Context: an optimization exercise on an open-source flow, tuned for small area, a short achievable clock period and few clock cycles. The choices shown serve that exercise and are no tape-out recipe.
In this exercise RTL edits were held to simulation tests only and were not proved equivalent to the original.
Power is estimated from default activity; no workload was simulated.

==> flow/design.v, too long to show whole: its modules and the start of the top module <==
// module jtlvi_core: 1126 lines
// module jtlvi_mem: 104 lines
// module jtlvi_add17: 47 lines
module jtlvi_core (
  input             clk,
  input             rst,         
  input             bus_valid,
  input             bus_we,
  input      [7:0]  bus_addr,
  input      [31:0] bus_wdata,
  output reg        rsp_valid,
  output reg [31:0] rsp_rdata,
  output reg        rsp_err,
  output reg        irq
);
  // ...
==> flow/flow/run.sh <==
#!/bin/bash
set -euo pipefail
bash standard.sh SETUP_SLACK_MARGIN=9.0 ABC_CLOCK_PERIOD_IN_PS=4500 finish > standard_flow.log 2>&1
==> flow/standard.sh <==
#!/bin/bash
# synth_recipe.tcl (not shown) runs the flow's synth.tcl, then flattens the netlist and writes it again
# the make line also repeats each setting of config.mk as NAME=value (left out here)
make -C /OpenROAD-flow-scripts/flow DESIGN_CONFIG=/design/flow/config.mk WORK_HOME=/design/flow/orfs CLKGATE_MAP_FILE= SYNTH_SCRIPT=/design/flow/synth_recipe.tcl "${@:-finish}"
==> flow/config.mk <==
export PLATFORM = sky130hd
export DESIGN_NAME = jtlvi_core
export DESIGN_NICKNAME = jtlvi_core
export VERILOG_FILES = /design/flow/design.v
export SDC_FILE = /design/flow/constraint.sdc
export NUM_CORES = 8
export LEC_CHECK = 0
export CAP_MARGIN = 30
export CORE_MARGIN = 2
export CORE_UTILIZATION = 40
export PLACE_DENSITY = 0.6
export SLEW_MARGIN = 30
==> flow/constraint.sdc <==
create_clock -name core_clock -period 14.0 [get_ports {clk}]
set_input_delay 2.8000 -clock core_clock [delete_from_list [all_inputs] [get_ports {clk}]]
set_output_delay 2.8000 -clock core_clock [all_outputs]
set_load 0.01 [all_outputs]
==> metrics.md, run 1 <==
| Metric | Value |
|---|---|
| Status | no timing/DRC/antenna violations |
| Reg2Reg Capture Point | rsp_rdata[19] |
| Met2 routed WL | 380000 um |
| Critical Path End | rsp_rdata[19] |
| FP Rows | 245 |
| M1 WL | 323000 um |
| Setup TNS | 0 ns |
| Hold depth | 0 |
| Largest net degree at the start of global routing | 79 |
| Clock latency (worst-skew pair) | 1.03 ns |
| Combinational power share | 42.8% |
| Fraction of layout cells with a size suffix above 1 | 13.2% |
| Syn Inst Count | 16.9k |
| Routed WL | 900000 um |
| Drt wl/cell | 38.7 um |
| Cell Area, Synth | 0.179 mm2 |
| Sequential fraction of total cell area | 45.4% |
| FMAX | 197 MHz |
| Fraction of area in multi-input gates | 40.4% |
| FF+latch count | 3332 |
| Ports | 79 |
| Logic power comb | 0.0177 W |
| Area-dominant class | sequential cells |
| CP Cell Sequence | buf_6 -> or3_1 -> nand2_8 -> buf_4 -> a32o_1 -> a2111oi_1 -> a22oi_1 -> buf_4 -> mux2i_1 -> o2bb2ai_1 -> nand2_1 -> a41oi_4 -> a221oi_1 -> nor2_1 |
| Number of flops mapped to enable cells by yosys | 2600 |
Testbench counts, summed over its fixed seeds: cycles 29,842.
==> module jtlvi_core, before the edit <==
module jtlvi_core (
  input             clk,
  input             rst,         
  input             bus_valid,
  input             bus_we,
  input      [7:0]  bus_addr,
  input      [31:0] bus_wdata,
  output reg        rsp_valid,
  output reg [31:0] rsp_rdata,
  output reg        rsp_err,
  output reg        irq
);
  localparam [31:0] ID_VALUE  = 32'hD40E0100;
  localparam [5:0] R_ID = 6'h00, R_PARAM = 6'h01, R_CTRL = 6'h02, R_STATUS = 6'h03,
                   R_CMD = 6'h04, R_ERRCODE = 6'h05, R_ERRINFO0 = 6'h06,
                   R_ERRINFO1 = 6'h07, R_ERRINFO2 = 6'h08, R_ACC = 6'h09,
                   R_CKFEED = 6'h0A, R_MEMADDR = 6'h0B, R_MEMDATA8 = 6'h0C,
                   R_MEMDATA32 = 6'h0D, R_RESULT0 = 6'h18, R_RESULT1 = 6'h19,
                   R_RESULT2 = 6'h1A;
  localparam [5:0] E_BAD_COMMAND = 6'h01, E_BOUNDS = 6'h02, E_OVERLAP = 6'h03,
                   E_TAG_RANGE = 6'h10, E_TAG_RESERVED = 6'h11, E_VALUE_LENGTH = 6'h12,
                   E_VALUE_BOUNDS = 6'h13, E_VALUE_OVERLAP = 6'h14, E_OVERFLOW = 6'h15,
                   E_DEC_SHORT = 6'h20, E_DEC_MAGIC = 6'h21, E_DEC_CHECKSUM = 6'h22,
                   E_DEC_TRUNC_HEADER = 6'h23, E_DEC_TRUNC_VALUE = 6'h24,
                   E_DEC_CAPACITY = 6'h25;
  localparam [3:0] S_IDLE = 4'd0, S_DISP = 4'd1, S_CS = 4'd2, S_CSW = 4'd3,
                   S_DCK = 4'd4, S_DCHK = 4'd5, S_DW0 = 4'd6, S_DW1 = 4'd7,
                   S_DFIN = 4'd8, S_EV = 4'd9, S_ESZ1 = 4'd10, S_ESZ2 = 4'd11,
                   S_EM = 4'd12, S_CSW1 = 4'd13, S_DCKW = 4'd14, S_CSW2 = 4'd15;
  localparam [3:0] I_HDR = 4'd0, I_D0 = 4'd1, I_D1 = 4'd2, I_V0 = 4'd3, I_V1 = 4'd4,
                   I_V = 4'd5, I_SCAN = 4'd6, I_SNOP = 4'd7, I_SD0 = 4'd8,
                   I_SNOP2 = 4'd9, I_SV0 = 4'd10, I_TAIL = 4'd11, I_NX = 4'd12,
                   I_STOP = 4'd13, I_SC0 = 4'd14, I_SD1 = 4'd15;
  localparam [3:0] K_NONE = 4'd0, K_HDR = 4'd1, K_VADDR = 4'd2, K_TV = 4'd3,
                   K_VLVA = 4'd4, K_VAL = 4'd5, K_SCAN = 4'd6, K_TRL = 4'd7,
                   K_PAT = 4'd8, K_ZPAD = 4'd9, K_CKW = 4'd10;
  localparam [3:0] X_HOLD = 4'd0, X_ZERO = 4'd1,
                   X0_CMD = 4'd2, X0_K = 4'd3, X0_A1 = 4'd4, X0_CK = 4'd5, X0_INC = 4'd6,
                   X0_OFF = 4'd7, X0_TOT = 4'd8, X0_EIDX = 4'd9,
                   X2_A1 = 4'd2, X2_T12 = 4'd3, X2_A3 = 4'd4, X2_A6 = 4'd5, X2_RDL = 4'd6,
                   X2_D40E = 4'd7, X2_S = 4'd8, X2_RDA = 4'd9, X2_FLAGS = 4'd10, X2_WL = 4'd11,
                   X2_RDB = 4'd12;
  localparam [4:0] Y_HOLD = 5'd0, Y_ZERO = 5'd1,
                   X1_A0 = 5'd2, X1_A2 = 5'd3, X1_A5 = 5'd4, X1_K = 5'd5, X1_A1 = 5'd6,
                   X1_RDH = 5'd7, X1_CK = 5'd8, X1_DREM = 5'd9, X1_A3 = 5'd10, X1_OFF = 5'd11,
                   X1_RDA = 5'd12, X1_TOT = 5'd13, X1_P = 5'd14, X1_WT = 5'd15, X1_RDB = 5'd16;
  localparam [2:0] W_NONE = 3'd0, W_END0 = 3'd1, W_END1 = 3'd2, W_TH = 3'd3, W_TV = 3'd4,
                   W_CAP = 3'd5;
  reg        ctrl_ie;
  reg        st_busy, st_done, st_busyacc, st_rangeacc;
  reg [31:0] cmd_r;
  reg [5:0]  errcode;
  reg [31:0] x0, x1, x2;
  reg        xv;            
  reg [15:0] acc;
  reg [31:0] mem_addr;
  reg [31:0] a0, a1, a2, a3, a4, a5, a6;
  reg        rz;
  wire [31:0] a0v = rz ? 32'd0 : a0, a1v = rz ? 32'd0 : a1, a2v = rz ? 32'd0 : a2,
              a3v = rz ? 32'd0 : a3, a4v = rz ? 32'd0 : a4, a5v = rz ? 32'd0 : a5,
              a6v = rz ? 32'd0 : a6;
  wire [7:0] opc = cmd_r[7:0];
  reg        op_cs, op_en, op_de;   
  wire       f0  = cmd_r[8];
  wire       f1  = cmd_r[9];
  wire       rsv_ok = (cmd_r[31:10] == 22'd0);
  function [15:0] cstep(input [15:0] a, input [7:0] b);
    cstep = {a[0], a[15:1]} + {8'd0, b};
  endfunction
  reg        pf_v;
  reg [7:0]  pf_b;
  wire [15:0] acc_fed = cstep(acc, pf_b);
  wire [15:0] acc_eff = pf_v ? acc_fed : acc;
  reg [7:0]  ew_a;
  reg [63:0] ew_d;
  reg [3:0]  ew_n;
  reg        ew_wr;         
  reg        ew_ck;         
  reg        ew_ckw;        
  reg [7:0]  cs_b1;
  reg [10:0] cs_p2;
  reg [11:0] cs_p3;
  reg [12:0] cs_p4;
  reg [13:0] cs_p5;
  reg [14:0] cs_p6;
  reg [15:0] cs_p7;
  reg [16:0] cs_p8;
  reg [8:0]  cs_sel;        
  reg        cs_ck;         
  reg  [3:0]  state;
  reg  [7:0]  pa;
  reg  [4:0]  pw1;           
  reg  [63:0] rd;            
  wire [63:0] win;
  wire [7:0]  wp_a = ew_a;
  wire [63:0] wp_d = ew_ckw ? {ck, 48'd0} : ew_d;
  wire [3:0]  wp_n = ew_wr ? ew_n : 4'd0;
  jtlvi_mem u_mem (.clk(clk), .pa(pa), .pw1(pw1), .win(win),
                   .wp_a(wp_a), .wp_d(wp_d), .wp_n(wp_n));
  wire [5:0] widx    = bus_addr[7:2];
  wire       aligned = (bus_addr[1:0] == 2'b00);
  wire       mapped  = (widx <= R_MEMDATA32) || (widx >= 6'h10 && widx <= 6'h16) ||
                       (widx >= R_RESULT0 && widx <= R_RESULT2);
  wire bw = bus_valid && bus_we && !rst;
  wire br = bus_valid && !bus_we && !rst;
  wire [7:0] ahi = 8'd1 << bus_addr[6:4];
  wire       ah7 = !bus_addr[7];
  wire [3:0] alo = (bus_addr[1:0] == 2'b00) ? (4'd1 << bus_addr[3:2]) : 4'd0;
  wire wr_ctrl    = bw && ah7 && ahi[0] && alo[2];
  wire wr_status  = bw && ah7 && ahi[0] && alo[3];
  wire wr_cmd     = bw && ah7 && ahi[1] && alo[0];
  wire wr_acc     = bw && ah7 && ahi[2] && alo[1];
  wire wr_ckfeed  = bw && ah7 && ahi[2] && alo[2];
  wire wr_memaddr = bw && ah7 && ahi[2] && alo[3];
  wire wr_md8     = bw && ah7 && ahi[3] && alo[0];
  wire wr_md32    = bw && ah7 && ahi[3] && alo[1];
  wire rd_md8     = br && ah7 && ahi[3] && alo[0];
  wire rd_md32    = br && ah7 && ahi[3] && alo[1];
  wire [6:0] wr_arg;
  assign wr_arg[0] = bw && ah7 && ahi[4] && alo[0];
  assign wr_arg[1] = bw && ah7 && ahi[4] && alo[1];
  assign wr_arg[2] = bw && ah7 && ahi[4] && alo[2];
  assign wr_arg[3] = bw && ah7 && ahi[4] && alo[3];
  assign wr_arg[4] = bw && ah7 && ahi[5] && alo[0];
  assign wr_arg[5] = bw && ah7 && ahi[5] && alo[1];
  assign wr_arg[6] = bw && ah7 && ahi[5] && alo[2];
  wire wr_gated = wr_cmd || wr_acc || wr_ckfeed || wr_memaddr || wr_md8 || wr_md32 ||
                  (wr_arg != 7'd0);
  wire ma_hi0  = (mem_addr[31:8] == 24'd0);
  wire m8_inr  = ma_hi0;
  wire m32_inr = ma_hi0 && !(mem_addr[7:2] == 6'h3F && mem_addr[1:0] != 2'd0);
  wire srst = wr_ctrl && bus_wdata[1];
  wire errz = (errcode == 6'd0);
  wire m8_ok  = !st_busy && m8_inr;
  wire m32_ok = !st_busy && m32_inr;
  wire [31:0] mdata8  = {24'd0, win[63:56] & {8{m8_ok}}};
  wire [31:0] mdata32 = win[63:32] & {32{m32_ok}};
  wire xres = errz && !st_busy && xv;
  reg [31:0] rg0, rg1, rg2, rg3, rg4, rg5, rg6, rdata;
  always @* begin
    case (bus_addr[3:2])
      2'd0: rg0 = ID_VALUE;
      2'd1: rg0 = 32'd8;
      2'd2: rg0 = {31'd0, ctrl_ie};
      default: rg0 = {27'd0, st_rangeacc, st_busyacc, !errz, st_done, st_busy};
    endcase
    case (bus_addr[3:2])
      2'd0: rg1 = cmd_r;
      2'd1: rg1 = {26'd0, errcode};
      2'd2: rg1 = errz ? 32'd0 : x0;
      default: rg1 = errz ? 32'd0 : x1;
    endcase
    case (bus_addr[3:2])
      2'd0: rg2 = errz ? 32'd0 : x2;
      2'd1: rg2 = {16'd0, acc_eff};
      2'd2: rg2 = 32'd0;
      default: rg2 = mem_addr;
    endcase
    rg3 = 32'd0;
    case (bus_addr[3:2])
      2'd0: rg4 = a0v;
      2'd1: rg4 = a1v;
      2'd2: rg4 = a2v;
      default: rg4 = a3v;
    endcase
    case (bus_addr[3:2])
      2'd0: rg5 = a4v;
      2'd1: rg5 = a5v;
      2'd2: rg5 = a6v;
      default: rg5 = 32'd0;
    endcase
    case (bus_addr[3:2])
      2'd0: rg6 = xres ? x0 : 32'd0;
      2'd1: rg6 = xres ? x1 : 32'd0;
      2'd2: rg6 = xres ? x2 : 32'd0;
      default: rg6 = 32'd0;
    endcase
    case (bus_addr[7:4])
      4'h0: rdata = rg0;
      4'h1: rdata = rg1;
      4'h2: rdata = rg2;
      4'h3: rdata = rg3;
      4'h4: rdata = rg4;
      4'h5: rdata = rg5;
      4'h6: rdata = rg6;
      default: rdata = 32'd0;
    endcase
  end
  always @(posedge clk) begin
    if (rst) begin
      rsp_valid <= 1'b0;
      rsp_rdata <= 32'd0;
      rsp_err   <= 1'b0;
    end else begin
      rsp_valid <= bus_valid;
      rsp_err   <= bus_valid && !(aligned && mapped);
      rsp_rdata <= (br && aligned) ? (rdata | ({32{ah7 && ahi[3] && alo[0]}} & mdata8) |
                                          ({32{ah7 && ahi[3] && alo[1]}} & mdata32)) : 32'd0;
    end
  end
  function le256(input [31:0] v);
    le256 = (v[31:9] == 23'd0) && !(v[8] && (v[7:0] != 8'd0));
  endfunction
  function inb(input [31:0] b, input lz, input lle, input [8:0] l9);
    inb = lz || (le256(b) && lle && ({1'b0, b[8:0]} + {1'b0, l9} <= 10'd256));
  endfunction
  function ovl(input [8:0] b1, input lz1, input [8:0] l1, input [8:0] b2, input lz2, input [8:0] l2);
    ovl = !lz1 && !lz2 && ({1'b0, b1} < {1'b0, b2} + {1'b0, l2}) &&
          ({1'b0, b2} < {1'b0, b1} + {1'b0, l1});
  endfunction
  wire a1z = (a1v == 32'd0), a3z = (a3v == 32'd0), a6z = (a6v == 32'd0);
  wire a1t_le = (a1v[31:5] == 27'd0) && (a1v[4:0] <= 5'd21);
  wire a3t_le = (a3v[31:5] == 27'd0) && (a3v[4:0] <= 5'd21);
  wire [8:0] a1t = {a1v[4:0], 3'b000} + {1'b0, a1v[4:0], 2'b00};
  wire [8:0] a3t = {a3v[4:0], 3'b000} + {1'b0, a3v[4:0], 2'b00};
  reg c_a0a1, c_a0t1, c_a2a3, c_a2t3, c_a5a6, c_oe1, c_oe2, c_od, c_lt4;
  reg [9:0] a23;            
  always @(posedge clk) begin
    a23    <= {1'b0, a2v[8:0]} + {1'b0, a3v[8:0]};
    c_a0a1 <= !inb(a0v, a1z, le256(a1v), a1v[8:0]);
    c_a0t1 <= !inb(a0v, a1z, a1t_le, a1t);
    c_a2a3 <= !inb(a2v, a3z, le256(a3v), a3v[8:0]);
    c_a2t3 <= !inb(a2v, a3z, a3t_le, a3t);
    c_a5a6 <= !inb(a5v, a6z, le256(a6v), a6v[8:0]);
    c_oe1  <= ovl(a0v[8:0], a1z, a1t, a2v[8:0], a3z, a3v[8:0]);
    c_oe2  <= ovl(a5v[8:0], a6z, a6v[8:0], a2v[8:0], a3z, a3v[8:0]);
    c_od   <= ovl(a0v[8:0], a1z, a1v[8:0], a2v[8:0], a3z, a3t);
    c_lt4  <= (a1v < 32'd4);
  end
  wire [31:0] tx = opc[0] ? a3v : a1v;
  wire [32:0] t12s = {1'b0, tx[28:0], 3'b000} + {1'b0, tx[29:0], 2'b00};
  wire [31:0] t12 = ((tx[31:29] != 3'd0) || t12s[32]) ? 32'hFFFFFFFF : t12s[31:0];
  reg [15:0] ck;
  reg [8:0]  cnt;           
  reg        first;         
  reg [8:0]  off;           
  reg [8:0]  rem;           
  reg [8:0]  sbase;         
  reg [23:0] prv;           
  reg        dstall;        
  reg        dlast;         
  wire [4:0] a04w1 = (a0[7:0] + 8'd12) >> 3;    
  reg        wk_act;        
  reg [2:0]  wk_ev;         
  reg [8:0]  hp;            
  reg [5:0]  jrec;
  reg [8:0]  hlen;
  reg [1:0]  wc;            
  reg [4:0]  eidx;          
  reg [5:0]  wrem;          
  reg [5:0]  ev_err;        
  reg [4:0]  ev_idx;        
  reg [12:0] elen;
  reg        vlz, vlle;
  reg [8:0]  vl9;
  reg        et;            
  reg [3:0]  iph;
  reg [3:0]  rk, rkd;       
  reg [3:0]  rkn, rknd;     
  reg [7:0]  wa;            
  reg [7:0]  dp;            
  reg [4:0]  rcnt;          
  reg [7:0]  iva;           
  reg [8:0]  ivr;           
  reg [8:0]  crem;          
  reg [8:0]  prem;          
  reg [8:0]  pwr;           
  reg [7:0]  pra;           
  reg        a6r;           
  reg        tflag;         
  reg [4:0]  si;
  reg [7:0]  sa;
  reg [4:0]  cs_idx;
  reg [7:0]  cs_d;
  reg        found, have_last;
  reg [20:0] best, last;
  reg [31:0] wtl;
  wire [15:0] btag = wtl[31:16];
  reg [15:0] tc0, tc1, tc2, tc3, tc4, tc5, tc6, tc7;
  reg [2:0]  tr0, tr1, tr2, tr3, tr4, tr5, tr6, tr7;
  reg        tcm;           
  reg [2:0]  nq;            
  wire [15:0] ns_tag = wtl[15:0];   
  reg [7:0]  ns_d;
  reg [7:0]  bd;
  wire [16:0] y1 = {1'b0, ck} + {8'd0, cs_b1, 1'b0};
  wire [16:0] y2 = {1'b0, ck} + {6'd0, cs_p2};
  wire [16:0] y3 = {1'b0, ck} + {5'd0, cs_p3};
  wire [16:0] y4 = {1'b0, ck} + {4'd0, cs_p4};
  wire [16:0] y5 = {1'b0, ck} + {3'd0, cs_p5};
  wire [16:0] y6 = {1'b0, ck} + {2'd0, cs_p6};
  wire [16:0] y7 = {1'b0, ck} + {1'd0, cs_p7};
  wire [17:0] y8 = {2'b0, ck} + {1'b0, cs_p8};
  wire g1 = y1[1] ^ y1[16], g2 = y2[2] ^ y2[16], g3 = y3[3] ^ y3[16], g4 = y4[4] ^ y4[16];
  wire g5 = y5[5] ^ y5[16], g6 = y6[6] ^ y6[16];
  wire c1 = ck[0];
  wire k1 = c1;                         
  wire k2 = c1 & g1;
  wire k3 = c1 & g1 & g2;
  wire k4 = c1 & g1 & g2 & g3;
  wire k5 = c1 & g1 & g2 & g3 & g4;
  wire k6 = c1 & g1 & g2 & g3 & g4 & g5;
  wire k7 = c1 & g1 & g2 & g3 & g4 & g5 & g6;
  wire c2 = y1[1] ^ (y1[16] & k1);
  wire c3 = y2[2] ^ (y2[16] & k2);
  wire c4 = y3[3] ^ (y3[16] & k3);
  wire c5 = y4[4] ^ (y4[16] & k4);
  wire c6 = y5[5] ^ (y5[16] & k5);
  wire c7 = y6[6] ^ (y6[16] & k6);
  wire c8 = y7[7] ^ (y7[16] & k7);
  wire       t1 = y1[16] ^ c1;
  wire [1:0] t2 = {1'b0, y2[16]} + {c2, c1};
  wire [2:0] t3 = {2'b0, y3[16]} + {c3, c2, c1};
  wire [3:0] t4 = {3'b0, y4[16]} + {c4, c3, c2, c1};
  wire [4:0] t5 = {4'b0, y5[16]} + {c5, c4, c3, c2, c1};
  wire [5:0] t6 = {5'b0, y6[16]} + {c6, c5, c4, c3, c2, c1};
  wire [6:0] t7 = {6'b0, y7[16]} + {c7, c6, c5, c4, c3, c2, c1};
  wire [7:0] t8 = {6'b0, y8[17:16]} + {c8, c7, c6, c5, c4, c3, c2, c1};
  reg  [15:0] ck_nx;
  always @*
    ck_nx = ({16{cs_sel[1]}} & {t1, y1[15:1]}) | ({16{cs_sel[2]}} & {t2, y2[15:2]}) |
            ({16{cs_sel[3]}} & {t3, y3[15:3]}) | ({16{cs_sel[4]}} & {t4, y4[15:4]}) |
            ({16{cs_sel[5]}} & {t5, y5[15:5]}) | ({16{cs_sel[6]}} & {t6, y6[15:6]}) |
            ({16{cs_sel[7]}} & {t7, y7[15:7]}) | ({16{cs_sel[8]}} & {t8, y8[15:8]}) |
            ({16{cs_sel[0]}} & ck);
  wire [3:0]  sn8 = (cnt >= 9'd8) ? 4'd8 : {1'b0, cnt[2:0]};
  wire        slast8 = (cnt <= 9'd8);
  wire [3:0]  vn = (crem >= 9'd8) ? 4'd8 : {1'b0, crem[2:0]};
  wire [20:0] skey = {rd[47:32], cs_idx};
  wire        scond = (!have_last || skey > last) && (!found || skey < best);
  reg  [63:0] em_d;
  reg  [3:0]  em_n;
  always @* begin
    em_d = 64'd0;
    em_n = 4'd0;
    case (rkd)
      K_HDR:  begin em_d = {32'hD40E0000, 32'd0}; em_n = 4'd4; end
      K_TV:   begin em_d = {rd[47:32], rd[15:0], 32'd0}; em_n = 4'd4; end
      K_VLVA: begin em_d = {btag, rd[47:32], 32'd0}; em_n = 4'd4; end
      K_VAL:  begin em_d = rd; em_n = vn; end
      K_TRL:  begin em_d = {32'hFFFF0000, 32'd0}; em_n = 4'd4; end
      K_PAT:  begin
        em_n = rknd;
        if (a6[8:0] == 9'd1)      em_d = {8{rd[63:56]}};
        else if (a6[8:0] == 9'd2) em_d = {4{rd[63:48]}};
        else if (a6[8:0] == 9'd4) em_d = {2{rd[63:32]}};
        else                      em_d = rd;
      end
      K_ZPAD: begin em_d = 64'd0; em_n = rknd; end
      default: ;
    endcase
  end
  wire [3:0] prem8 = (prem >= 9'd8) ? 4'd8 : {1'b0, prem[2:0]};
  wire [3:0] pwr8  = (pwr >= 9'd8) ? 4'd8 : {1'b0, pwr[2:0]};
  wire [3:0] pcap  = a6r ? 4'd8 : pwr8;
  wire [3:0] pn    = (prem8 < pcap) ? prem8 : pcap;
  wire        a4nz  = (a4 != 32'd0);
  wire        a4big = (a4[31:13] != 19'd0);
  wire        enc_t = f1 || (a4nz && (a4big || (elen < a4[12:0])));
  wire [12:0] elen4 = elen + 13'd4;
  wire        u_lt0 = (elen < a4[12:0]), u_lt4 = (elen4 < a4[12:0]);
  wire        usep_nx = a4nz && (a4big || (enc_t ? u_lt4 : u_lt0));
  wire        u_gt0 = ({19'd0, elen} > a3), u_gt4 = ({19'd0, elen4} > a3);
  reg         usep, enc_ovf;
  wire [31:0] enc_tot = usep ? a4 : {19'd0, elen};
  wire [8:0]  enc_p = usep ? (a4[8:0] - elen[8:0]) : 9'd0;
  wire [8:0]  drem  = rem;                       
  wire        d_end = (rem == 9'd0);
  wire        d_th  = (rem < 9'd4);
  wire [8:0]  drem4 = drem - 9'd4;
  wire        d_cap = (a3 == {26'd0, x0[5:0]});
  wire [87:0] wwin = {prv, dstall ? {tc0, tc1, tc2, tc3} : rd};
  reg  [31:0] hdr;
  always @*
    case (off[2:0])
      3'd5: hdr = wwin[87:56];
      3'd6: hdr = wwin[79:48];
      3'd7: hdr = wwin[71:40];
      3'd0: hdr = wwin[63:32];
      3'd1: hdr = wwin[55:24];
      3'd2: hdr = wwin[47:16];
      3'd3: hdr = wwin[39:8];
      default: hdr = wwin[31:0];
    endcase
  wire        h_due = wk_act && (off <= sbase + 9'd4);
  wire        h_two = h_due && !d_end && !d_th && (off <= sbase) && (hdr[15:2] == 14'd0);
  wire        h_tv  = ({7'd0, drem4} < hdr[15:0]);
  wire [31:0] wA = rd[63:32], wB = rd[31:0];
  wire        bval = (wrem >= 6'd2);
  wire [5:0]  tag_err_A = (wA[31:16] != 16'd0) ? E_TAG_RANGE :
                          (wA[15:0] == 16'hFFFF) ? E_TAG_RESERVED : 6'd0;
  wire [5:0]  tag_err_B = (wB[31:16] != 16'd0) ? E_TAG_RANGE :
                          (wB[15:0] == 16'hFFFF) ? E_TAG_RESERVED : 6'd0;
  wire [5:0]  len_err_A = (wA[31:16] != 16'd0) ? E_VALUE_LENGTH : 6'd0;
  wire [5:0]  len_err_B = (wB[31:16] != 16'd0) ? E_VALUE_LENGTH : 6'd0;
  wire        lzA = (wA == 32'd0), lleA = le256(wA);
  function ovl_out(input [8:0] b1, input lz1, input [8:0] l1);
    ovl_out = !lz1 && !a3z && ({1'b0, b1} < a23) && ({1'b0, a2[8:0]} < {1'b0, b1} + {1'b0, l1});
  endfunction
  wire [5:0]  adr_err_A = !inb(wA, vlz, vlle, vl9) ? E_VALUE_BOUNDS :
                          ovl_out(wA[8:0], vlz, vl9) ? E_VALUE_OVERLAP : 6'd0;
  wire [5:0]  adr_err_B = !inb(wB, lzA, lleA, wA[8:0]) ? E_VALUE_BOUNDS :
                          ovl_out(wB[8:0], lzA, wA[8:0]) ? E_VALUE_OVERLAP : 6'd0;
  wire [5:0]  errA = (wc == 2'd0) ? tag_err_A : (wc == 2'd1) ? len_err_A : adr_err_A;
  wire [4:0]  tqn_i = (wc == 2'd0) ? eidx : eidx + 5'd1;
  wire        tqn_v = ((wc == 2'd0) || (wc == 2'd2 && bval)) && (tqn_i[4:3] == 2'd0);
  reg         tq_v;
  reg         dk_mag, dk_th, dk_tv, dk_cap, dk_e1;    
  reg  [15:0] tin;
  reg  [2:0]  tin_i;
  wire [7:0]  tgt = {tc7 > tin, tc6 > tin, tc5 > tin, tc4 > tin,
                     tc3 > tin, tc2 > tin, tc1 > tin, tc0 > tin};
  reg         tq_v2;
  reg  [7:0]  tgt_r;
  reg  [2:0]  tin_i2;
  wire [7:0]  tlt = (8'd1 << tin_i2) - 8'd1;           
  wire [7:0]  tinc = tgt_r & tlt;
  wire [7:0]  tle  = ~tgt_r & tlt;
  wire [2:0]  trank = tle[0] + tle[1] + tle[2] + tle[3] + tle[4] + tle[5] + tle[6];
  wire [7:0]  tvalid = (a1[4:0] >= 5'd8) ? 8'hFF : ((8'd1 << a1[2:0]) - 8'd1);
  wire [7:0]  qsel = tvalid & {tr7 == nq, tr6 == nq, tr5 == nq, tr4 == nq,
                               tr3 == nq, tr2 == nq, tr1 == nq, tr0 == nq};
  wire [15:0] qtag = ({16{qsel[0]}} & tc0) | ({16{qsel[1]}} & tc1) | ({16{qsel[2]}} & tc2) |
                     ({16{qsel[3]}} & tc3) | ({16{qsel[4]}} & tc4) | ({16{qsel[5]}} & tc5) |
                     ({16{qsel[6]}} & tc6) | ({16{qsel[7]}} & tc7);
  wire [6:0]  q12 = ({7{qsel[1]}} & 7'd12) | ({7{qsel[2]}} & 7'd24) | ({7{qsel[3]}} & 7'd36) |
                    ({7{qsel[4]}} & 7'd48) | ({7{qsel[5]}} & 7'd60) | ({7{qsel[6]}} & 7'd72) |
                    ({7{qsel[7]}} & 7'd84);
  wire [5:0]  errB = !bval ? 6'd0 : (wc == 2'd0) ? len_err_B : (wc == 2'd1) ? adr_err_B : tag_err_B;
  reg        ie_n, done_n;  
  reg [3:0]  state_n;       
  reg        f_cs, f_dck, f_dw0, f_dw1, f_em;    
  reg        ckw_pend;      
  reg        hw_w, hw_4;    
  reg [7:0]  pa_n;          
  reg [4:0]  pw1_n;         
  reg        pe;            
  reg  [7:0]  pe_a;          
  reg [3:0]  xs0, xs2;      
  reg [4:0]  xs1;           
  reg [2:0]  kv0;           
  reg        kv1;           
  reg        sb;            
  reg [4:0]  xe;            
  reg [63:0] st_d;          
  reg [3:0]  st_n;
  reg        st_wr, st_ck, st_ckw;
  reg [7:0]  st_a;
  wire [16:0] sp2, sp3, sp4, sp5, sp6, sp7, sp8, sq34, sq56, sq78, sq57, sq58;
  jtlvi_add17 u_s2  (.x({8'd0, ew_d[63:56], 1'b0}), .y({7'd0, ew_d[55:48], 2'b00}), .s(sp2));
  jtlvi_add17 u_s34 (.x({6'd0, ew_d[47:40], 3'b000}), .y({5'd0, ew_d[39:32], 4'b0000}), .s(sq34));
  jtlvi_add17 u_s56 (.x({4'd0, ew_d[31:24], 5'd0}), .y({3'd0, ew_d[23:16], 6'd0}), .s(sq56));
  jtlvi_add17 u_s78 (.x({2'd0, ew_d[15:8], 7'd0}), .y({1'd0, ew_d[7:0], 8'd0}), .s(sq78));
  jtlvi_add17 u_s57 (.x(sq56), .y({2'd0, ew_d[15:8], 7'd0}), .s(sq57));
  jtlvi_add17 u_s58 (.x(sq56), .y(sq78), .s(sq58));
  jtlvi_add17 u_s3  (.x(sp2), .y({6'd0, ew_d[47:40], 3'b000}), .s(sp3));
  jtlvi_add17 u_s4  (.x(sp2), .y(sq34), .s(sp4));
  jtlvi_add17 u_s5  (.x(sp4), .y({4'd0, ew_d[31:24], 5'd0}), .s(sp5));
  jtlvi_add17 u_s6  (.x(sp4), .y(sq56), .s(sp6));
  jtlvi_add17 u_s7  (.x(sp4), .y(sq57), .s(sp7));
  jtlvi_add17 u_s8  (.x(sp4), .y(sq58), .s(sp8));
  always @(posedge clk) begin
    ie_n = ctrl_ie; done_n = st_done; state_n = state;
    pa_n = pa;
    pw1_n = pw1; pe = 1'b0; pe_a = 8'd0;
    xs0 = X_HOLD; xs1 = X_HOLD; xs2 = X_HOLD;
    kv0 = 3'd0; kv1 = 1'b0; sb = 1'b0; xe = 5'd0;
    st_d = 64'd0; st_n = 4'd0; st_wr = 1'b0; st_ck = 1'b0; st_ckw = 1'b0; st_a = wa;
    hw_w = 1'b0; hw_4 = 1'b0;
      rz <= rst || srst;
      if (rz) begin
        a0 <= 32'd0; a1 <= 32'd0; a2 <= 32'd0; a3 <= 32'd0;
        a4 <= 32'd0; a5 <= 32'd0; a6 <= 32'd0;
      end
      if (pf_v) acc <= acc_fed;
      pf_v <= 1'b0;
      if (wr_ctrl) ie_n = bus_wdata[0];
      if (wr_status) begin
        if (bus_wdata[1]) done_n = 1'b0;
        if (bus_wdata[3]) st_busyacc  <= 1'b0;
        if (bus_wdata[4]) st_rangeacc <= 1'b0;
      end
      if (st_busy && (wr_gated || rd_md8 || rd_md32)) st_busyacc <= 1'b1;
      if (!st_busy) begin
        if (wr_cmd) begin
          cmd_r   <= bus_wdata;
          op_cs   <= (bus_wdata[7:0] == 8'h01) && (bus_wdata[31:10] == 22'd0) && !bus_wdata[9];
          op_en   <= (bus_wdata[7:0] == 8'h02) && (bus_wdata[31:10] == 22'd0);
          op_de   <= (bus_wdata[7:0] == 8'h03) && (bus_wdata[31:8] == 24'd0);
          done_n  = 1'b0;
          errcode <= 6'd0;
          st_busy <= 1'b1;
          state_n = S_DISP;
          setpa(a0v[7:0]);
        end
        if (wr_acc)    acc <= bus_wdata[15:0];
        if (wr_ckfeed) begin pf_v <= 1'b1; pf_b <= bus_wdata[7:0]; end
        if (wr_memaddr) begin
          mem_addr <= bus_wdata;
          setpa(bus_wdata[7:0]);
        end
        if (wr_md8 || rd_md8) begin
          if (m8_inr) begin
            mem_addr <= {23'd0, mem_addr[8:0] + 9'd1};
            setpa(mem_addr[7:0] + 8'd1);
          end else st_rangeacc <= 1'b1;
        end
        if (wr_md32 || rd_md32) begin
          if (m32_inr) begin
            mem_addr <= {23'd0, mem_addr[8:0] + 9'd4};
            setpa(mem_addr[7:0] + 8'd4);
          end else st_rangeacc <= 1'b1;
        end
        if (wr_md8 && m8_inr) begin
          hw_w = 1'b1; hw_4 = 1'b0;
        end
        if (wr_md32 && m32_inr) begin
          hw_w = 1'b1; hw_4 = 1'b1;
        end
        if (wr_arg[0]) a0 <= bus_wdata;
        if (wr_arg[1]) a1 <= bus_wdata;
        if (wr_arg[2]) a2 <= bus_wdata;
        if (wr_arg[3]) a3 <= bus_wdata;
        if (wr_arg[4]) a4 <= bus_wdata;
        if (wr_arg[5]) a5 <= bus_wdata;
        if (wr_arg[6]) a6 <= bus_wdata;
      end
      rd   <= win;
      rkd  <= rk;
      rknd <= rkn;
      case (state)
        S_IDLE: ;
        S_DISP: begin
          xs0 = X_ZERO; xs1 = X_ZERO; xs2 = X_ZERO;
          setpe(pa + 8'd8);
          if (op_cs) begin
            if (c_a0a1) begin
              kv0 = 3'd1; fail(E_BOUNDS, X0_K, X1_A0, X2_A1);
            end else begin
              cnt   <= a1[8:0];
              state_n = a1z ? S_CSW : S_CS;    
            end
          end else if (op_en) begin
            if (c_a0t1) begin
              kv0 = 3'd2; fail(E_BOUNDS, X0_K, X1_A0, X2_T12);
            end else if (c_a2a3) begin
              kv0 = 3'd3; fail(E_BOUNDS, X0_K, X1_A2, X2_A3);
            end else if (c_a5a6) begin
              kv0 = 3'd4; fail(E_BOUNDS, X0_K, X1_A5, X2_A6);
            end else if (c_oe1) begin
              kv0 = 3'd2; fail(E_OVERLAP, X0_K, X1_K, X_ZERO);
            end else if (c_oe2) begin
              kv0 = 3'd4; fail(E_OVERLAP, X0_K, X1_K, X_ZERO);
            end else begin
              wc     <= 2'd0;
              eidx   <= 5'd0;
              wrem   <= {1'b0, a1[4:0]} + {a1[4:0], 1'b0};    
              ev_err <= 6'd0;
              elen   <= 13'd4;
              state_n = a1z ? S_ESZ1 : S_EV;
            end
          end else if (op_de) begin
            if (c_a0a1) begin
              kv0 = 3'd6; fail(E_BOUNDS, X0_K, X1_A0, X2_A1);
            end else if (c_a2t3) begin
              kv0 = 3'd7; fail(E_BOUNDS, X0_K, X1_A2, X2_T12);
            end else if (c_od) begin
              kv0 = 3'd6; kv1 = 1'b1; fail(E_OVERLAP, X0_K, X1_K, X_ZERO);
            end else if (c_lt4)
              fail(E_DEC_SHORT, X0_A1, X_ZERO, X_ZERO);
            else begin
              cnt   <= a1[8:0];
              first <= 1'b1;
              off   <= 9'd4;
              rem   <= a1[8:0] - 9'd4;
              sbase <= 9'd0;
              dstall <= 1'b0;
              wk_act <= 1'b1;
              wk_ev <= W_NONE;
              state_n = S_DCK;
            end
          end else begin
            fail(E_BAD_COMMAND, X0_CMD, X_ZERO, X_ZERO);
          end
        end
        S_CS: begin
          cnt  <= cnt - {5'd0, sn8};
          setpe(pa + 8'd8);
          if (slast8) state_n = S_CSW1;
        end
        S_CSW1: state_n = S_CSW2;
        S_CSW2: state_n = S_CSW;
        S_CSW: begin
          acc <= ck;
          xs0 = X0_CK; xs1 = X1_A1;
          finish();
        end
        S_DCK: begin
          if (h_due) begin
            if (d_end) begin
              wk_act <= 1'b0; wk_ev <= W_END0;
            end else if (d_th) begin
              wk_act <= 1'b0; wk_ev <= W_TH;
            end else if (hdr[31:16] == 16'hFFFF) begin
              wk_act <= 1'b0; wk_ev <= W_END1;
            end else if (h_tv) begin
              wk_act <= 1'b0; wk_ev <= W_TV; wtl <= hdr;
            end else if (d_cap) begin
              wk_act <= 1'b0; wk_ev <= W_CAP;
            end else begin
              xs0 = X0_INC;
              off <= off + 9'd4 + hdr[8:0];
              rem <= rem - 9'd4 - hdr[8:0];
            end
          end
          if (dstall) begin
            dstall <= 1'b0;
            sbase  <= sbase + 9'd8;
            prv    <= {tc2[7:0], tc3};
            if (dlast) begin
              setpe(a0[7:0] + 8'd4);
              state_n = S_DCKW;
            end else
              setpe(pa + 8'd8);
          end else begin
            first <= 1'b0;
            if (first) begin
              xs1 = X1_RDH;                      
              xs2 = X2_RDL;                      
            end
            cnt <= cnt - {5'd0, sn8};
            tc0 <= rd[63:48]; tc1 <= rd[47:32]; tc2 <= rd[31:16]; tc3 <= rd[15:0];
            dlast <= slast8;
            if (h_two) begin
              dstall <= 1'b1;
            end else begin
              sbase <= sbase + 9'd8;
              prv   <= rd[23:0];
              if (slast8)
                state_n = S_DCKW;
            end
            pe = 1'b0;
            pa_n  = h_two ? pa : slast8 ? a0[7:0] + 8'd4 : {pw1, pa[2:0]};
            pw1_n = h_two ? pw1 : slast8 ? a04w1 : pw1 + 5'd1;
          end
        end
        S_DCKW: begin
          first <= 1'b1;                         
          dk_mag <= (x1[15:0] != 16'hD40E);
          dk_th  <= wk_act ? !d_end : (wk_ev == W_TH);
          dk_tv  <= !wk_act && (wk_ev == W_TV);
          dk_cap <= !wk_act && (wk_ev == W_CAP);
          dk_e1  <= !wk_act && (wk_ev == W_END1);
          if (first) state_n = S_DCHK;
        end
        S_DCHK: begin
          if (dk_mag)
            fail(E_DEC_MAGIC, X_ZERO, X_HOLD, X2_D40E);
          else if (ck != x2[15:0])
            fail(E_DEC_CHECKSUM, X_ZERO, X1_CK, X_HOLD);
          else if (dk_th)
            fail(E_DEC_TRUNC_HEADER, X0_OFF, X1_DREM, X_ZERO);
          else if (dk_tv)
            fail(E_DEC_TRUNC_VALUE, X0_OFF, X1_WT, X2_WL);
          else if (dk_cap)
            fail(E_DEC_CAPACITY, X0_OFF, X1_A3, X_ZERO);
          else
            end_pass0(dk_e1);
        end
        S_DW0: begin
          hlen  <= rd[40:32];
          pa_n  = hp[7:0] + rd[39:32];
          pw1_n = (hp[7:0] + 8'd8 + rd[39:32]) >> 3; pe = 1'b0;
          state_n = S_DW1;
        end
        S_DW1: begin
          hp   <= hp + 9'd4 + hlen;
          jrec <= jrec + 6'd1;
          state_n = (jrec + 6'd1 == x0[5:0]) ? S_DFIN : S_DW0;
        end
        S_DFIN: begin
          acc <= ck;
          finish();
        end
        S_EV: begin
          if (ev_err != 6'd0) begin
            xe = ev_idx;
            fail(ev_err, X0_EIDX, X_HOLD, X_HOLD);
          end
          else begin
            setpe(pa + 8'd8);
            wrem <= wrem - 6'd2;
            ev_err <= (errA != 6'd0) ? errA : errB;
            ev_idx <= (errA != 6'd0 || wc != 2'd2) ? eidx : eidx + 5'd1;
            case (wc)
              2'd0: begin                        
                xs1 = X1_RDA;
                xs2 = (errA != 6'd0) ? X_ZERO : X2_RDB;
                vlz  <= (wB == 32'd0);
                vlle <= le256(wB);
                vl9  <= wB[8:0];
                wc   <= 2'd2;
              end
              2'd1: begin                        
                xs2 = (errA != 6'd0) ? X2_RDA : X2_RDB;
                vlz  <= lzA;
                vlle <= lleA;
                vl9  <= wA[8:0];
                if (bval) begin
                  elen <= elen + 13'd4 + {4'd0, wA[8:0]};
                  eidx <= eidx + 5'd1;
                end
                wc   <= 2'd0;
              end
              default: begin                     
                xs1 = (errA != 6'd0) ? X_HOLD : X1_RDB;
                xs2 = (errA != 6'd0) ? X2_RDA : X_ZERO;
                elen <= elen + 13'd4 + {4'd0, vl9};
                eidx <= eidx + 5'd1;
                wc   <= 2'd1;
              end
            endcase
            if (wrem <= 6'd2) state_n = S_ESZ1;
          end
        end
        S_ESZ1: begin
          if (ev_err != 6'd0) begin
            xe = ev_idx;
            fail(ev_err, X0_EIDX, X_HOLD, X_HOLD);
          end
          else begin
            et    <= enc_t;
            elen  <= enc_t ? elen4 : elen;
            usep  <= usep_nx;
            enc_ovf <= usep_nx ? (a4 > a3) : (enc_t ? u_gt4 : u_gt0);
            state_n = S_ESZ2;
          end
        end
        S_ESZ2: begin
          if (enc_ovf)
            fail(E_OVERFLOW, X_ZERO, X1_TOT, X2_A3);
          else begin
            xs0 = X0_TOT; xs1 = X1_P; xs2 = X2_FLAGS;
            wa    <= a2[7:0];
            iph   <= I_HDR;
            rk    <= K_NONE;
            rkd   <= K_NONE;
            rcnt  <= 5'd0;
            dp    <= a0[7:0];
            have_last <= 1'b0;
            ckw_pend <= 1'b0;
            tcm   <= f0 && (a1[4:0] <= 5'd8);
            nq    <= 3'd0;
            tflag <= et;
            prem  <= enc_p;
            pwr   <= a6[8:0];
            pra   <= a5[7:0];
            a6r   <= a6z || (a6[8:0] == 9'd1) || (a6[8:0] == 9'd2) || (a6[8:0] == 9'd4);
            si    <= 5'd0;
            sa    <= a0[7:0];
            state_n = S_EM;
          end
        end
        S_EM: begin
          wtl[15:0] <= qtag;
          ns_d   <= a0[7:0] + {1'b0, q12};
          case (rkd)
            K_TV:   crem <= rd[8:0];
            K_VLVA: crem <= rd[40:32];
            K_VAL:  crem <= crem - {5'd0, vn};
            K_SCAN: begin
              if (scond) begin
                best  <= skey;
                bd    <= cs_d;
                found <= 1'b1;
              end
            end
            default: ;
          endcase
          if (rkd == K_SCAN) begin
            cs_idx <= cs_idx + 5'd1;
            cs_d   <= cs_d + 8'd12;
          end else begin
            cs_idx <= 5'd0;
            cs_d   <= a0[7:0];
            found  <= 1'b0;
          end
          ckw_pend <= (rkd == K_CKW);
          if (ew_ckw) begin
            acc <= ck;
            finish();
          end
          rk  <= K_NONE;
          rkn <= 4'd0;
          case (iph)
            I_HDR: begin
              rk  <= K_HDR;
              iph <= a1z ? I_TAIL : !f0 ? I_D0 : tcm ? I_SC0 : I_SCAN;
            end
            I_D0: begin setpe(dp + 8'd8); rk <= K_VADDR; iph <= I_D1; end
            I_D1: begin setpe(dp);        rk <= K_TV;    iph <= I_V0; end
            I_V0: begin
              setpa(rd[39:32]);
              rk  <= K_VAL;
              iva <= rd[39:32] + 8'd8;
              iph <= I_V1;
            end
            I_V1: begin
              if (rd[8:0] > 9'd8) begin
                setpe(iva);
                rk  <= K_VAL;
                iva <= iva + 8'd8;
                ivr <= rd[8:0] - 9'd16;
                iph <= (rd[8:0] > 9'd16) ? I_V : I_NX;
              end else
                start_next();
            end
            I_V: begin
              setpe(iva);
              rk  <= K_VAL;
              iva <= iva + 8'd8;
              ivr <= ivr - 9'd8;
              if (ivr <= 9'd8) iph <= I_NX;
            end
            I_NX: start_next();
            I_SCAN: begin
              setpe(sa);
              rk <= K_SCAN;
              sa <= sa + 8'd12;
              si <= si + 5'd1;
              if (si + 5'd1 == a1[4:0]) iph <= I_SNOP;
            end
            I_SNOP: iph <= I_SD0;
            I_SD0: iph <= I_SD1;               
            I_SD1: begin
              pa_n  = bd + 8'd4;
              pw1_n = (bd + 8'd12) >> 3; pe = 1'b0;
              rk <= K_VLVA;
              wtl[31:16] <= best[20:5];
              last <= best;
              have_last <= 1'b1;
              iph <= I_SNOP2;
            end
            I_SNOP2: iph <= I_SV0;
            I_SC0: sorted_cached();
            I_SV0: begin
              if (rd[40:32] != 9'd0) begin
                setpa(rd[7:0]);
                rk  <= K_VAL;
                iva <= rd[7:0] + 8'd8;
                ivr <= rd[40:32] - 9'd8;
                iph <= (rd[40:32] > 9'd8) ? I_V : I_NX;
              end else
                start_next();
            end
            I_TAIL: tail_issue();
            default: ;
          endcase
        end
        default: state_n = S_IDLE;
      endcase
    tq_v  <= (state == S_EV) && (ev_err == 6'd0) && tqn_v;
    tin   <= (wc == 2'd0) ? wA[15:0] : wB[15:0];
    tin_i <= tqn_i[2:0];
    tq_v2  <= tq_v;
    tgt_r  <= tgt;
    tin_i2 <= tin_i;
    if (tq_v) begin
      case (tin_i)
        3'd0: tc0 <= tin;
        3'd1: tc1 <= tin;
        3'd2: tc2 <= tin;
        3'd3: tc3 <= tin;
        3'd4: tc4 <= tin;
        3'd5: tc5 <= tin;
        3'd6: tc6 <= tin;
        default: tc7 <= tin;
      endcase
    end
    if (tq_v2) begin
      if (tinc[0]) tr0 <= tr0 + 3'd1;
      if (tinc[1]) tr1 <= tr1 + 3'd1;
      if (tinc[2]) tr2 <= tr2 + 3'd1;
      if (tinc[3]) tr3 <= tr3 + 3'd1;
      if (tinc[4]) tr4 <= tr4 + 3'd1;
      if (tinc[5]) tr5 <= tr5 + 3'd1;
      if (tinc[6]) tr6 <= tr6 + 3'd1;
      case (tin_i2)
        3'd0: tr0 <= trank;
        3'd1: tr1 <= trank;
        3'd2: tr2 <= trank;
        3'd3: tr3 <= trank;
        3'd4: tr4 <= trank;
        3'd5: tr5 <= trank;
        3'd6: tr6 <= trank;
        default: tr7 <= trank;
      endcase
    end
    if (rst || srst) begin
      ie_n        = 1'b0;
      st_busy     <= 1'b0;
      done_n      = 1'b0;
      st_busyacc  <= 1'b0;
      st_rangeacc <= 1'b0;
      cmd_r       <= 32'd0;
      errcode     <= 6'd0;
      xv          <= 1'b0;
      acc         <= 16'd0;
      pf_v        <= 1'b0;
      mem_addr    <= 32'd0;
      state_n     = S_IDLE;
      setpa(8'd0);
    end
    ctrl_ie <= ie_n;
    st_done <= done_n;
    irq     <= ie_n & done_n;
    pa  <= pa_n;
    pw1 <= pe ? pe_a[7:3] + 5'd1 : pw1_n;
    if (f_cs) begin
      st_d = rd; st_n = sn8; st_ck = 1'b1;
    end
    if (f_dck && !dstall) begin
      st_d = first ? {rd[63:48], 16'd0, rd[31:0]} : rd; st_n = sn8; st_ck = 1'b1;
    end
    if (f_dw0) begin
      st_d = {16'd0, rd[63:48], 16'd0, rd[47:32]}; st_n = 4'd8; st_wr = 1'b1;
    end
    if (f_dw1) begin
      st_d = {23'd0, hp, 32'd0}; st_n = 4'd4; st_wr = 1'b1;
    end
    if (f_em) begin
      if (ckw_pend) begin
        st_a = a2[7:0] + 8'd2; st_n = 4'd2; st_wr = 1'b1; st_ckw = 1'b1;
      end else begin
        st_d = em_d; st_n = em_n; st_wr = 1'b1; st_ck = 1'b1;
      end
    end
    state <= state_n;
    f_cs  <= (state_n == S_CS);
    f_dck <= (state_n == S_DCK);
    f_dw0 <= (state_n == S_DW0);
    f_dw1 <= (state_n == S_DW1);
    f_em  <= (state_n == S_EM);
    if (hw_w) begin
      ew_a   <= mem_addr[7:0];
      ew_d   <= hw_4 ? {bus_wdata, 32'd0} : {bus_wdata[7:0], 56'd0};
      ew_n   <= hw_4 ? 4'd4 : 4'd1;
      ew_wr  <= 1'b1;
      ew_ck  <= 1'b0;
      ew_ckw <= 1'b0;
    end else begin
      ew_a   <= st_a;
      ew_d   <= st_d;
      ew_n   <= st_n;
      ew_wr  <= st_wr;
      ew_ck  <= st_ck;
      ew_ckw <= st_ckw;
    end
    cs_b1  <= ew_d[63:56];
    cs_p2  <= sp2;
    cs_p3  <= sp3;
    cs_p4  <= sp4;
    cs_p5  <= sp5;
    cs_p6  <= sp6;
    cs_p7  <= sp7;
    cs_p8  <= sp8;
    cs_sel <= 9'd1 << ew_n;
    cs_ck  <= ew_ck;
    if (st_wr) wa <= wa + {4'd0, st_n};
    if (cs_ck) ck <= ck_nx;
    if (state == S_DISP) ck <= (op_cs && f0) ? acc : 16'd0;
    if (state == S_ESZ2) ck <= 16'd0;
    case (xs0)
      X_ZERO:  x0 <= 32'd0;
      X0_CMD:  x0 <= cmd_r;
      X0_K:    x0 <= {29'd0, kv0};
      X0_A1:   x0 <= a1;
      X0_CK:   x0 <= {16'd0, ck};
      X0_INC:  x0 <= x0 + 32'd1;
      X0_OFF:  x0 <= {23'd0, off};
      X0_TOT:  x0 <= enc_tot;
      X0_EIDX: x0 <= {27'd0, xe};
      default: ;
    endcase
    case (xs1)
      X_ZERO:  x1 <= 32'd0;
      X1_A0:   x1 <= a0;
      X1_A2:   x1 <= a2;
      X1_A5:   x1 <= a5;
      X1_K:    x1 <= kv1 ? 32'd7 : 32'd3;
      X1_A1:   x1 <= a1;
      X1_RDH:  x1 <= {16'd0, rd[63:48]};
      X1_CK:   x1 <= {16'd0, ck};
      X1_DREM: x1 <= {23'd0, drem};
      X1_A3:   x1 <= a3;
      X1_OFF:  x1 <= {23'd0, off};
      X1_RDA:  x1 <= wA;
      X1_TOT:  x1 <= enc_tot;
      X1_P:    x1 <= {23'd0, enc_p};
      X1_WT:   x1 <= {16'd0, wtl[31:16]};
      X1_RDB:  x1 <= wB;
      default: ;
    endcase
    case (xs2)
      X_ZERO:   x2 <= 32'd0;
      X2_A1:    x2 <= a1;
      X2_T12:   x2 <= t12;
      X2_A3:    x2 <= a3;
      X2_A6:    x2 <= a6;
      X2_RDL:   x2 <= {16'd0, rd[47:32]};
      X2_D40E:  x2 <= 32'h0000D40E;
      X2_S:     x2 <= {31'd0, sb};
      X2_RDA:   x2 <= wA;
      X2_FLAGS: x2 <= {30'd0, et & !f1, et};
      X2_WL:    x2 <= {16'd0, wtl[15:0]};
      X2_RDB:   x2 <= wB;
      default: ;
    endcase
  end
  task fail(input [5:0] code, input [3:0] s0, input [4:0] s1, input [3:0] s2);
    begin
      errcode <= code;
      xs0     = s0;
      xs1     = s1;
      xs2     = s2;
      finish();
    end
  endtask
  task setpa(input [7:0] x);
    begin
      pa_n  = x;
      pw1_n = x[7:3] + 5'd1;
      pe    = 1'b0;
    end
  endtask
  task setpe(input [7:0] x);
    begin
      pa_n  = x;
      pe_a  = x;
      pe    = 1'b1;
    end
  endtask
  task finish;
    begin
      xv      <= 1'b1;
      st_busy <= 1'b0;
      done_n  = 1'b1;
      state_n = S_IDLE;
      setpe(mem_addr[7:0]);
    end
  endtask
  task end_pass0(input s);
    begin
      xs1 = X1_OFF;
      xs2 = X2_S;
      sb  = s;
      if (x0[5:0] == 6'd0) begin
        acc <= ck;
        finish();
      end else begin
        hp    <= a0[8:0] + 9'd8;
        jrec  <= 6'd0;
        wa    <= a2[7:0];
        state_n = S_DW0;
      end
    end
  endtask
  task start_next;
    begin
      if (rcnt + 5'd1 == a1[4:0]) begin
        iph <= I_TAIL;
        tail_issue();
      end else begin
        rcnt <= rcnt + 5'd1;
        if (f0 && tcm)
          sorted_cached();
        else if (f0) begin
          setpe(a0[7:0]);
          rk  <= K_SCAN;
          sa  <= a0[7:0] + 8'd12;
          si  <= 5'd1;
          iph <= I_SCAN;
        end else begin
          setpe(dp + 8'd20);
          rk  <= K_VADDR;
          dp  <= dp + 8'd12;
          iph <= I_D1;
        end
      end
    end
  endtask
  task sorted_cached;
    begin
      setpe(ns_d + 8'd4);
      rk   <= K_VLVA;
      wtl[31:16] <= ns_tag;
      nq   <= nq + 3'd1;
      iph  <= I_SNOP2;
    end
  endtask
  task tail_issue;
    begin
      if (tflag) begin
        rk    <= K_TRL;
        tflag <= 1'b0;
      end else if (prem == 9'd0) begin
        rk  <= K_CKW;
        iph <= I_STOP;
      end else begin
        rk   <= a6z ? K_ZPAD : K_PAT;
        setpe(pra);
        rkn  <= pn;
        prem <= prem - {5'd0, pn};
        if (!a6r) begin
          if (pwr == {5'd0, pn}) begin
            pwr <= a6[8:0];
            pra <= a5[7:0];
          end else begin
            pwr <= pwr - {5'd0, pn};
            pra <= pra + {4'd0, pn};
          end
        end
      end
    end
  endtask
endmodule
==> inputs of run 2 (changes only) <==
--- a/flow/design.v
+++ b/flow/design.v
@@ -209,6 +209,7 @@
           ({1'b0, b2} < {1'b0, b1} + {1'b0, l1});
   endfunction
   wire a1z = (a1v == 32'd0), a3z = (a3v == 32'd0), a6z = (a6v == 32'd0);
+  reg  a1zr, a3zr, a6zr;      
   wire a1t_le = (a1v[31:5] == 27'd0) && (a1v[4:0] <= 5'd21);
   wire a3t_le = (a3v[31:5] == 27'd0) && (a3v[4:0] <= 5'd21);
   wire [8:0] a1t = {a1v[4:0], 3'b000} + {1'b0, a1v[4:0], 2'b00};
@@ -226,6 +227,9 @@
     c_oe2  <= ovl(a5v[8:0], a6z, a6v[8:0], a2v[8:0], a3z, a3v[8:0]);
     c_od   <= ovl(a0v[8:0], a1z, a1v[8:0], a2v[8:0], a3z, a3t);
     c_lt4  <= (a1v < 32'd4);
+    a1zr   <= a1z;
+    a3zr   <= a3z;
+    a6zr   <= a6z;
   end
   wire [31:0] tx = opc[0] ? a3v : a1v;
   wire [32:0] t12s = {1'b0, tx[28:0], 3'b000} + {1'b0, tx[29:0], 2'b00};
@@ -395,7 +399,7 @@
   wire [5:0]  len_err_B = (wB[31:16] != 16'd0) ? E_VALUE_LENGTH : 6'd0;
   wire        lzA = (wA == 32'd0), lleA = le256(wA);
   function ovl_out(input [8:0] b1, input lz1, input [8:0] l1);
-    ovl_out = !lz1 && !a3z && ({1'b0, b1} < a23) && ({1'b0, a2[8:0]} < {1'b0, b1} + {1'b0, l1});
+    ovl_out = !lz1 && !a3zr && ({1'b0, b1} < a23) && ({1'b0, a2[8:0]} < {1'b0, b1} + {1'b0, l1});
   endfunction
   wire [5:0]  adr_err_A = !inb(wA, vlz, vlle, vl9) ? E_VALUE_BOUNDS :
                           ovl_out(wA[8:0], vlz, vl9) ? E_VALUE_OVERLAP : 6'd0;
@@ -538,7 +542,7 @@
               kv0 = 3'd1; fail(E_BOUNDS, X0_K, X1_A0, X2_A1);
             end else begin
               cnt   <= a1[8:0];
-              state_n = a1z ? S_CSW : S_CS;    
+              state_n = a1zr ? S_CSW : S_CS;    
             end
           end else if (op_en) begin
             if (c_a0t1) begin
@@ -557,7 +561,7 @@
               wrem   <= {1'b0, a1[4:0]} + {a1[4:0], 1'b0};    
               ev_err <= 6'd0;
               elen   <= 13'd4;
-              state_n = a1z ? S_ESZ1 : S_EV;
+              state_n = a1zr ? S_ESZ1 : S_EV;
             end
           end else if (op_de) begin
             if (c_a0a1) begin
@@ -755,7 +759,7 @@
             prem  <= enc_p;
             pwr   <= a6[8:0];
             pra   <= a5[7:0];
-            a6r   <= a6z || (a6[8:0] == 9'd1) || (a6[8:0] == 9'd2) || (a6[8:0] == 9'd4);
+            a6r   <= a6zr || (a6[8:0] == 9'd1) || (a6[8:0] == 9'd2) || (a6[8:0] == 9'd4);
             si    <= 5'd0;
             sa    <= a0[7:0];
             state_n = S_EM;
@@ -795,7 +799,7 @@
           case (iph)
             I_HDR: begin
               rk  <= K_HDR;
-              iph <= a1z ? I_TAIL : !f0 ? I_D0 : tcm ? I_SC0 : I_SCAN;
+              iph <= a1zr ? I_TAIL : !f0 ? I_D0 : tcm ? I_SC0 : I_SCAN;
             end
             I_D0: begin setpe(dp + 8'd8); rk <= K_VADDR; iph <= I_D1; end
             I_D1: begin setpe(dp);        rk <= K_TV;    iph <= I_V0; end
@@ -1107,7 +1111,7 @@
         rk  <= K_CKW;
         iph <= I_STOP;
       end else begin
-        rk   <= a6z ? K_ZPAD : K_PAT;
+        rk   <= a6zr ? K_ZPAD : K_PAT;
         setpe(pra);
         rkn  <= pn;
         prem <= prem - {5'd0, pn};
==> run 2 against run 1 <==
  * Flip-flop and latch count rose by 3
  * Largest cell class unchanged
  * Clock skew increased by 0.013 ns
  * Via count is 2.1% lower
  * Final area fell by 1.0%
  * Critical path type unchanged
  * Still clean
  * Clock power rose by 0.9%
  * Power shrank 8.7%
  * First-iteration DRC count down 3.1%
  * Non-clock buffer count is 45 lower
  * Global-route usage fell by 1.1 points
  * Worst setup slack got worse by 0.12 ns
==> metrics.md, run 2 <==
| Metric | Value |
|---|---|
| Status | no timing/DRC/antenna violations |
| Vias in the first global route | 141k |
| RSZ-0062 raised after global routing | yes |
| Commonest non-fill, non-tap cell in the layout | edfxtp_1 |
| Synth async-reset ratio | 0% |
| Maxcap violations | 0 |
| Post-route ant nets | 0 |
| Synth cell types | 132 |
| Initial Util | 40.2% |
| Fraction of layout cells with a size suffix above 1 | 12.6% (-0.63 points) |
| Final Cycle Share | 37.1% |
| Worst slew margin | 19.2% |
| Total CTS buffers | 360 |
| Port Buffers | 78 |
| Routed WL | 868000 um (-3.5%) |
| Initial antenna violation count | 116 |
| Total Die Area | 0.449 mm2 |
| Reg clk slew, reported paths | 0.06 ns |
| Cell Area, Synth | 0.177 mm2 (-0.73%) |
| Drt wl/cell | 37.7 um (-2.6%) |
| FMAX | 193 MHz (-2.2%) |
| Ports | 79 (unchanged) |
| Root buffer cell | clkbuf_16 |
| Synth cell count leaders | edfxtp_1, nand2_1, nor2_1, a21oi_1, o21ai_0 |
| Clk buf depth | 4 |
| Die X | 670 um |
| Pins Over Slew Limit | 0 |
| Most frequent cells in the layout | edfxtp_1, nand2_1, nor2_1, o21ai_0, a21oi_1 |
| FP Rows | 244 (-0.41%) |
| Fill count | 41.2k |
| Largest net degree at the start of global routing | 85 (+7.6%) |
| Tot GR Track Use | 37.0% |
| Final routed DRC violation total | 0 |
| H-tree depth | 5 |
| Synth warnings | 2 |
| Tightest Pin Transition | 1.20 ns |
| DR vias/cell | 6.74 |
| Crit-path max FO | 17 |
| Initial DRC count | 27.0k |
| First-pass GRT wire length | 1170000 um |
| Clock latency (worst-skew pair) | 1.05 ns (+0.02 ns) |
| PD cells | 186 mW/mm2 |
| Ys flop type | edfxtp_1 |
| Vias | 155k |
| P&R area growth vs syn | 14.1% |
| Critical setup path kind | flip-flop to flip-flop |
| Avg Inst Size Synth | 10.6 um2 |
| Top cell type's share of synthesized area | 44.0% |
| Final setup viols | 0 |
| Syn Inst Count | 16.7k (-1.2%) |
| Worst vdd ir | 0.131 mV |
| Chip height | 670 um |
| Area leader, netlist | edfxtp_1 |
| Ranking of synthesized cells by area | edfxtp_1, dfxtp_1, ha_1 |
| Worst setup SP type | flip-flop |
| CP Capture Type | flip-flop |
| Total gr overflow | 0 |
| Final nets | 17.6k |
| Crit path required time | 14.60 ns |
| DRT Pass-1 Iters | 13 |
| Count leader, synth | edfxtp_1 |
| Fin Hold WS | 0.333 ns |
| Setup TNS | 0 ns (unchanged) |
| Core Area | 0.441 mm2 |
| Clock sinks | 3335 |
| RD Place Congestion | 1.08 |
| Worst EP arrival | 5.79 ns |
| Power Total | 0.0377 W |
| Seq/Total Area, Yosys | 52.3% |
| Hold Crit Class | flip-flop to flip-flop |
| Hold-fix buffers, CTS | 0 |
| Number of flops mapped to enable cells by yosys | 2600 (unchanged) |
| Leakage power | 71.4 nW |
| CTS tree | yes |
| Skew final | 0.0858 ns |
| #FFs+latches synth | 3335 |
| Tmin final | 5.19 ns |
| Hold Violations, Final | 0 |
| DP HPWL | 612000 um |
[run 2: path summary, 6_finish.rpt]
kind | slack [ns] | start | cells after the start | to
max reg2reg | 8.81 | rd[48] | 14 | x2[25]
min reg2reg | 0.33 | ew_ck | 0 | cs_ck
min | 0.33 | ew_ck | 0 | cs_ck
max | 8.81 | rd[48] | 14 | x2[25]
[run 2: worst max-delay path: stages, from the launching register on]
cell and delay (ns):
dfxtp_2 0.48, buf_4 0.30, or4_1 0.56, nor2_1 0.22, nand3_4 0.23, nand3b_1 0.36
a21oi_2 0.21, nand2_1 0.13, a2111oi_4 0.39, nor3b_2 0.15, nor3_4 0.31, nor2_2 0.08
buf_6 0.19, a222oi_1 0.63, o211ai_1 0.51
[run 2: power by group]
group	switching [W]	total, W	internal, W
Sequential	0.00135	0.0135	0.0122
Combinational	0.0102	0.0144	0.00423
Clock	0.00424	0.00975	0.00551
[run 2: cells by family after synthesis]
logic type	synth area share [%]
AOI/OAI and AO/OA	20.0
xor gates and xnor gates	3.13
adders and majority gates	6.08
buffers and inverters	3.73
DFF	52.3
muxes	2.90
other	0.00211
and+or+nand+nor	11.8
[run 2: final cells by class]
type | instances | area, um2 | area share [%]
antenna | 105 | 263 | 0.130
tap | 5904 | 7390 | 3.65
clock inverter | 192 | 1810 | 0.895
inverter | 479 | 1850 | 0.914
timing repair buffer | 861 | 7560 | 3.74
sequential | 3335 | 92900 | 45.9
multi-input combinational | 11700 | 80700 | 39.9
clock buffer | 469 | 9870 | 4.88
[run 2: stage by stage]
step | util, % | std cells | worst slack, ns | cell area, um2
floorplan | - | 16700 | 8.78 | 178000
CTS | 45.4 | 22900 | 8.91 | 201000
global route | 45.8 | 23000 | 8.74 | 202000
detailed placement | 42.5 | 22200 | 7.07 | 188000
finish | 45.8 | 23100 | 8.81 | 202000
global placement | 42.4 | 22100 | 7.03 | 187000
[run 2: metal layers]
layer | global-route usage (%) | up-vias | routed length, um
li1 | - | 63900 | -
met1 | 46.0 | 76100 | 315000
met2 | 51.6 | 12200 | 352000
met3 | 12.6 | 3094 | 116000
met4 | 30.8 | 40 | 84400
met5 | 0.244 | - | 487
[run 2: what timing repair did]
item,4_1_cts,5_1_grt
pin swaps,27,39
endpoints found under the hold margin,0,0
buffers inserted,40,58
resized for setup,212,135
gates cloned,7,6
setup endpoints to repair,577,419
Testbench counts of run 2, summed over its fixed seeds: cycles 29,842.

-- port drivers added, routing unchanged --
No port has a modelled driver above. Below, the same layouts with a new extraction and two added sets of constraints. Step 1, drivers: a clkbuf_16 drives clk and a buf_2 each remaining input, both assumed. Step 2, shift: input delay + t, output delay - t, t = (earliest + latest rising clock arrival at the registers) / 2. This alone moves slack from input paths to output paths. Slacks: no drivers / after step 1 / after step 2; pairs: no drivers / after step 1.
| run | t, ns | slack for setup (ns) | hold WS [ns] | worst setup path after step 2 | worst register clock-pin slew, ns |
|---|---|---|---|---|---|
| run 1 | 1.102 | 8.923 / 8.873 / 7.826 | 0.336 / 0.336 / 0.336 | input to register | 0.07 / 0.07 |
| run 2 | 1.119 | 8.807 / 8.807 / 7.877 | 0.333 / 0.333 / 0.333 | input to register | 0.07 / 0.07 |
After both steps every run listed still meets setup and hold. The setup slack of run 1, which loses most, moves by -0.050 ns with the drivers and by -1.097 ns with both steps.
